From an optimization exercise on the open Yosys and OpenROAD flow, aimed at small area, a short achievable clock period and few clock cycles; shortcuts taken in it are not production practice. Where RTL was checked, it was by simulation tests only, not by an equivalence proof against the original. No activity file was given, so power comes from the tool's default toggle rates.

S:
// udps_binstat
module udps_binstat (
    input  wire        clk,
    input  wire        rst,
    input  wire        s_valid,
    output wire        s_ready,
    input  wire [15:0] s_data,
    input  wire        s_last,
    output wire        r_valid,
    input  wire        r_ready,
    output wire [63:0] r_min,
    output wire [63:0] r_max,
    output wire [63:0] r_mean
);
    parameter R = 2;                      
    localparam K = 2 * R;                 
    localparam N = (54 + K - 1) / K;      
    localparam L = N * K;                 
    reg        acc_has;                   
    reg        acc_full;                  
    reg [15:0] mn, mx;
    reg [31:0] sum;
    reg [16:0] cn;                        
    reg [4:0]  zc;                        
    reg        busy;
    reg        rv;
    reg        nar;                       
    reg [16:0] rem;                       
    reg [L-1:0] y;                        
    reg [15:1] dv;                        
    reg [7:0]  d3;                        
    reg [3:0]  it;                        
    reg [1:0]  ph;                        
    reg [K-2:0] qs;                       
    reg [15:0] mnq, mxq;                  
  ...
Size in the first run: about 2500 cells after synthesis, about 230 flip-flops.
Settings: LEC_CHECK=0, ABC_AREA=1, CAP_MARGIN=20, CORE_MARGIN=2, CORE_UTILIZATION=40, PLACE_DENSITY=0.6, SETUP_SLACK_MARGIN=4.0, SLEW_MARGIN=20; clock period 8.0 ns.
run.sh (not shown) runs the stock make flow with config.mk's settings and CLKGATE_MAP_FILE= SYNTH_SCRIPT=/design/flow/synth_recipe.tcl, a recipe that flattens the netlist after the stock synthesis.
#### Input delta (P over S)
-- flow/design.v --
<<< S, line 8
    output wire        r_valid,
    input  wire        r_ready,
    output wire [63:0] r_min,
    output wire [63:0] r_max,
    output wire [63:0] r_mean
);
>>> P, line 8
    output wire        r_valid,
    input  wire        r_ready,
    output reg  [63:0] r_min,
    output reg  [63:0] r_max,
    output wire [63:0] r_mean
);
<<< S, line 32
    reg [1:0]  ph;                        
    reg [K-2:0] qs;                       
    reg [15:0] mnq, mxq;                  
    reg [6:0]  eb;                        
    wire div_free = ~busy & (~rv | r_ready);
>>> P, line 32
    reg [1:0]  ph;                        
    reg [K-2:0] qs;                       
    reg [6:0]  eb;                        
    wire div_free = ~busy & (~rv | r_ready);
<<< S, line 156
    wire [10:0]  bexp = zr ? 11'd0 : 11'd1023 + {{4{eb[6]}}, eb};
    assign r_mean = {1'b0, bexp, frac};
    assign r_min  = f64_of_u16(mnq);
    assign r_max  = f64_of_u16(mxq);
    always @(posedge clk) begin
        if (rst) begin
>>> P, line 155
    wire [10:0]  bexp = zr ? 11'd0 : 11'd1023 + {{4{eb[6]}}, eb};
    assign r_mean = {1'b0, bexp, frac};
    always @(posedge clk) begin
        if (rst) begin
<<< S, line 217
        end
        if (load) begin
            mnq   <= mn;
            mxq   <= mx;
            eb    <= (fast ? 7'd15 : 7'd14) - {2'b00, zs} + {2'b00, zc};
            nar   <= narw;
>>> P, line 214
        end
        if (load) begin
            r_min <= f64_of_u16(mn);
            r_max <= f64_of_u16(mx);
            eb    <= (fast ? 7'd15 : 7'd14) - {2'b00, zs} + {2'b00, zc};
            nar   <= narw;
[summary]
Flip-flop and latch count after synthesis grows by a few percent when moving from S to P.
Min cell area after placement across P and S: S
The sequential power share number comes out lower for S vs P.
P against S: TritonCTS sink count up 6.0%, relative contribution of combinational cells to total power fell by 3.0 points.
Testbench counts of P, summed over its fixed seeds: cycles 21,538.
For S, only the layout was checked, not whether the RTL still works.


## run 4
The RTL this note starts from:
==> flow/design.v <==
module udps_binstat (
    input  wire        clk,
    input  wire        rst,
    input  wire        s_valid,
    output wire        s_ready,
    input  wire [15:0] s_data,
    input  wire        s_last,
    output wire        r_valid,
    input  wire        r_ready,
    output reg  [63:0] r_min,
    output reg  [63:0] r_max,
    output wire [63:0] r_mean
);
    parameter R = 2;                      
    localparam K = 2 * R;                 
    localparam N = (54 + K - 1) / K;      
    localparam L = N * K;                 
    reg        acc_has;                   
    reg        acc_full;                  
    reg [15:0] mn, mx;
    reg [31:0] sum;
    reg [16:0] cnt;
    reg        busy;
    reg        rv;
    reg        nar;                       
    reg [16:0] rem;                       
    reg [L-1:0] y;                        
    reg [15:1] dv;                        
    reg [7:0]  d3;                        
    reg [5:0]  it;                        
    reg [2:0]  ph;                        
    reg [K-2:0] qs;                       
    reg [6:0]  eb;                        
    reg        zr;                        
    wire div_free = ~busy & (~rv | r_ready);
    wire load     = acc_full & div_free;
    assign s_ready = ~acc_full | div_free;
    assign r_valid = rv;
    wire s_fire = s_valid & s_ready;
    wire first  = ~acc_has;
    function [36:0] norm32(input [31:0] v);
        reg [31:0] x;
        reg [4:0]  z;
        begin
            x = v;
            z[4] = (x[31:16] == 16'd0); if (z[4]) x = x << 16;
            z[3] = (x[31:24] ==  8'd0); if (z[3]) x = x << 8;
            z[2] = (x[31:28] ==  4'd0); if (z[2]) x = x << 4;
            z[1] = (x[31:30] ==  2'd0); if (z[1]) x = x << 2;
            z[0] = ~x[31];              if (z[0]) x = x << 1;
            norm32 = {z, x};
        end
    endfunction
    function [21:0] norm17(input [16:0] v);
        reg [16:0] x;
        reg [4:0]  z;
        begin
            x = v;
            z[4] = (x[16:1]  == 16'd0); if (z[4]) x = x << 16;
            z[3] = (x[16:9]  ==  8'd0); if (z[3]) x = x << 8;
            z[2] = (x[16:13] ==  4'd0); if (z[2]) x = x << 4;
            z[1] = (x[16:15] ==  2'd0); if (z[1]) x = x << 2;
            z[0] = ~x[16];              if (z[0]) x = x << 1;
            norm17 = {z, x};
        end
    endfunction
    function [63:0] f64_of_u16(input [15:0] v);
        reg [15:0] x;
        reg [3:0]  z;
        begin
            x = v;
            z[3] = (x[15:8]  == 8'd0); if (z[3]) x = x << 8;
            z[2] = (x[15:12] == 4'd0); if (z[2]) x = x << 4;
            z[1] = (x[15:14] == 2'd0); if (z[1]) x = x << 2;
            z[0] = ~x[15];             if (z[0]) x = x << 1;
            if (!x[15])
                f64_of_u16 = 64'd0;
            else
                f64_of_u16 = {1'b0, 11'd1038 - {7'd0, z}, x[14:0], 37'd0};
        end
    endfunction
    function [16:0] sub16(input [15:0] a, input [15:0] b);
        reg [15:0] g, p, gg, pp, gn, pn;
        reg [16:0] c;
        integer i, d;
        begin
            g = a & ~b;
            p = ~(a ^ b);
            gg = g; pp = p;
            gg[0] = g[0] | p[0];
            for (d = 1; d < 16; d = d * 2) begin
                gn = gg; pn = pp;
                for (i = d; i < 16; i = i + 1) begin
                    gn[i] = gg[i] | (pp[i] & gg[i-d]);
                    pn[i] = pp[i] & pp[i-d];
                end
                gg = gn; pp = pn;
            end
            c = {gg, 1'b1};
            sub16 = {c[16], p ^ c[15:0]};
        end
    endfunction
    wire [36:0] ns   = norm32(sum);
    wire [21:0] nc   = norm17(cnt);
    wire [4:0]  zs   = ns[36:32];                       
    wire [4:0]  zc   = nc[21:17];                       
    wire [31:0] sn   = ns[31:0];
    wire [16:0] cn   = nc[16:0];
    wire        zero = ~sn[31];
    wire        fast = zero | (cn[15:0] == 16'd0);      
    wire        narw = (cn[10:1] == 10'd0);
    wire        yb  = y[L - 1 - ph];
    wire [16:0] tw  = sub16(rem[15:0], {1'b1, dv});
    wire        gw  = rem[16] | tw[16];
    wire [16:0] r_w = gw ? {tw[15:0], yb} : {rem[15:0], yb};
    wire        gend = nar | (ph == K - 1);
    wire [L-1:0] y_w = {y[L-K-1:0], qs, gw};
    function ge8(input [7:0] a, input [7:0] b);
        reg [7:0] gt, eq;
        reg gt10, eq10, gt32, eq32, gt54, eq54, gt76, eq76, gt30, eq30, gt74, eq74;
        begin
            gt = a & ~b;
            eq = ~(a ^ b);
            gt10 = gt[1] | eq[1] & gt[0];  eq10 = eq[1] & eq[0];
            gt32 = gt[3] | eq[3] & gt[2];  eq32 = eq[3] & eq[2];
            gt54 = gt[5] | eq[5] & gt[4];  eq54 = eq[5] & eq[4];
            gt76 = gt[7] | eq[7] & gt[6];  eq76 = eq[7] & eq[6];
            gt30 = gt32 | eq32 & gt10;     eq30 = eq32 & eq10;
            gt74 = gt76 | eq76 & gt54;     eq74 = eq76 & eq54;
            ge8  = gt74 | eq74 & (gt30 | eq30);
        end
    endfunction
    wire [5:0]  dn = {1'b1, dv[15:11]};
    reg [16:0]  r_n;
    reg [L-1:0] y_n;
    reg [7:0]   u, t1, t2, t3;
    reg         g1, g2, g3;
    reg [5:0]   sel;
    integer j;
    always @(*) begin
        r_n = rem;
        y_n = y;
        for (j = 0; j < R; j = j + 1) begin
            u   = r_n[16:9];
            g1  = ge8(u, {2'b00, dn});
            g2  = ge8(u, {1'b0, dn, 1'b0});
            g3  = ge8(u, d3);
            t1  = u - {2'b00, dn};
            t2  = u - {1'b0, dn, 1'b0};
            t3  = u - d3;
            sel = g3 ? t3[5:0] : g2 ? t2[5:0] : g1 ? t1[5:0] : u[5:0];
            r_n = {sel, r_n[8:0], y_n[L-1:L-2]};
            y_n = {y_n[L-3:0], g2, (g1 & ~g2) | g3};
        end
    end
    wire [L-1:0] y_s  = nar ? y_n : y_w;
    wire         q1   = y_s[K-1];
    wire [16:0]  rc   = q1 ? {1'b1, dv, 1'b0} : {2'b01, dv};
    wire         inj  = gend & (it == N - 1);
    wire [L+16:0] rcs = {{L{1'b0}}, rc} << (L - 54 + K);
    wire [L-1:0] y_d  = inj ? (y_s | rcs[L-1:0]) : y_s;
    wire         qh   = y[L-1];
    wire [51:0]  frac = qh ? y[L-2:L-53] : y[L-3:L-54];
    wire [6:0]   ex   = eb + {6'd0, qh};
    wire [10:0]  bexp = zr ? 11'd0 : 11'd1023 + {{4{ex[6]}}, ex};
    assign r_mean = {1'b0, bexp, frac};
    always @(posedge clk) begin
        if (rst) begin
            acc_has  <= 1'b0;
            acc_full <= 1'b0;
            busy     <= 1'b0;
            rv       <= 1'b0;
        end else begin
            if (s_fire) begin
                acc_has  <= ~s_last;
                acc_full <= s_last;
            end else if (load) begin
                acc_full <= 1'b0;
            end
            if (load) begin
                busy <= ~fast;
                rv   <= fast;
            end else if (busy) begin
                if (gend && it == 6'd0) begin
                    busy <= 1'b0;
                    rv   <= 1'b1;
                end
            end else if (r_ready) begin
                rv <= 1'b0;
            end
        end
    end
    always @(posedge clk) begin
        if (s_fire) begin
            if (first || s_data < mn) mn <= s_data;
            if (first || s_data > mx) mx <= s_data;
            sum <= (first ? 32'd0 : sum) + {16'd0, s_data};
            cnt <= first ? 17'd1 : cnt + 17'd1;
        end
        if (load) begin
            r_min <= f64_of_u16(mn);
            r_max <= f64_of_u16(mx);
            eb    <= 7'd14 - {2'b00, zs} + {2'b00, zc};
            zr    <= zero;
            nar   <= narw;
            dv    <= cn[15:1];
            d3    <= {2'b00, cn[16:11]} + {1'b0, cn[16:11], 1'b0};
            it    <= N - 1;
            ph    <= 3'd0;
            if (fast) begin
                rem <= 17'd0;
                y   <= {sn, {(L-32){1'b0}}};
            end else begin
                rem <= {1'b0, sn[31:16]};
                y   <= {sn[15:0], {(L-16){1'b0}}};
            end
        end else if (busy) begin
            rem <= nar ? r_n : r_w;
            qs  <= {qs, gw};
            if (gend) begin
                y  <= y_d;
                it <= it - 6'd1;
                ph <= 3'd0;
            end else begin
                ph <= ph + 3'd1;
            end
        end
    end
endmodule
clock: 8.0 ns
lec_check: 0
abc_area: 1
cap_margin: 20
core_margin: 2
core_utilization: 40
place_density: 0.6
setup_slack_margin: 3.5
slew_margin: 20
Run 4 finished every step from synthesis to the final layout, and the layout passed the timing, DRC and antenna checks.
Testbench counts of run 4, summed over its fixed seeds: cycles 21,538.
> inputs changed (run 4 -> run 5)
--- a/flow/design.v
+++ b/flow/design.v
@@ -26,13 +26,12 @@
     reg [16:0] rem;                       
     reg [L-1:0] y;                        
     reg [15:1] dv;                        
     reg [7:0]  d3;                        
-    reg [5:0]  it;                        
-    reg [2:0]  ph;                        
+    reg [3:0]  it;                        
+    reg [1:0]  ph;                        
     reg [K-2:0] qs;                       
     reg [6:0]  eb;                        
-    reg        zr;                        
     wire div_free = ~busy & (~rv | r_ready);
     wire load     = acc_full & div_free;
     assign s_ready = ~acc_full | div_free;
     assign r_valid = rv;
@@ -161,8 +160,9 @@
     wire [L-1:0] y_d  = inj ? (y_s | rcs[L-1:0]) : y_s;
     wire         qh   = y[L-1];
     wire [51:0]  frac = qh ? y[L-2:L-53] : y[L-3:L-54];
     wire [6:0]   ex   = eb + {6'd0, qh};
+    wire         zr   = ~(y[L-1] | y[L-2]);           
     wire [10:0]  bexp = zr ? 11'd0 : 11'd1023 + {{4{ex[6]}}, ex};
     assign r_mean = {1'b0, bexp, frac};
     always @(posedge clk) begin
         if (rst) begin
@@ -180,9 +180,9 @@
             if (load) begin
                 busy <= ~fast;
                 rv   <= fast;
             end else if (busy) begin
-                if (gend && it == 6'd0) begin
+                if (gend && it == 4'd0) begin
                     busy <= 1'b0;
                     rv   <= 1'b1;
                 end
             end else if (r_ready) begin
@@ -200,14 +200,13 @@
         if (load) begin
             r_min <= f64_of_u16(mn);
             r_max <= f64_of_u16(mx);
             eb    <= 7'd14 - {2'b00, zs} + {2'b00, zc};
-            zr    <= zero;
             nar   <= narw;
             dv    <= cn[15:1];
             d3    <= {2'b00, cn[16:11]} + {1'b0, cn[16:11], 1'b0};
             it    <= N - 1;
-            ph    <= 3'd0;
+            ph    <= 2'd0;
             if (fast) begin
                 rem <= 17'd0;
                 y   <= {sn, {(L-32){1'b0}}};
             end else begin
@@ -218,12 +217,12 @@
             rem <= nar ? r_n : r_w;
             qs  <= {qs, gw};
             if (gend) begin
                 y  <= y_d;
-                it <= it - 6'd1;
-                ph <= 3'd0;
+                it <= it - 4'd1;
+                ph <= 2'd0;
             end else begin
-                ph <= ph + 3'd1;
+                ph <= ph + 2'd1;
             end
         end
     end
 endmodule
--- outcome ---
- Power: run 5 vs run 4 down about 16%
- Synthesized cell count in run 5 vs run 4: down about 0.46%
- Compared with run 4, run 5 shows area growth from synthesis to layout higher by 1.3 points.
- STATUS switching power: run 5 wins against run 4
- For run 4, the slowest cell on the critical path was sky130_fd_sc_hd__clkdlybuf4s50_1, unlike run 5, where it was sky130_fd_sc_hd__edfxtp_1.
- Worst hold margin improves in run 5 relative to run 4.
Testbench counts of run 5, summed over its fixed seeds: cycles 21,538.

[static timing again, ports no longer ideal]
The results above use ideal ports. As a check the final layouts listed here were re-extracted and re-timed, cells and wires unchanged. Step 1 sets driving cells, clkbuf_16 on the clock port and buf_2 on the other inputs (assumed; they add their load-dependent delay and slew). Step 2 times the ports against the registers' clock, not the clock port: input delays grow and output delays shrink by t, the midpoint of the rising clock arrivals with the driver on. Slacks: no drivers / after step 1 / after step 2; pairs: no drivers / after step 1.
| run | t (ns) | setup slack, ns | worst setup path after step 2 | worst register clock-pin slew, ns | worst slew at a driven data input, ns |
|---|---|---|---|---|---|
| S | 0.596 | 3.358 / 3.301 / 3.675 | input to register | 0.06 / 0.06 | 0.09 |
| P | 0.610 | 3.842 / 3.842 / 3.592 | input to register | 0.07 / 0.07 | 0.04 |
| run 4 | 0.621 | 3.591 / 3.539 / 3.191 | input to register | 0.07 / 0.07 | 0.06 |
| run 5 | 0.619 | 3.542 / 3.491 / 3.243 | input to register | 0.07 / 0.07 | 0.03 |
After both steps every run listed still meets setup and hold. The setup slack of run 4, which loses most, moves by -0.052 ns with the drivers and by -0.400 ns with both steps.
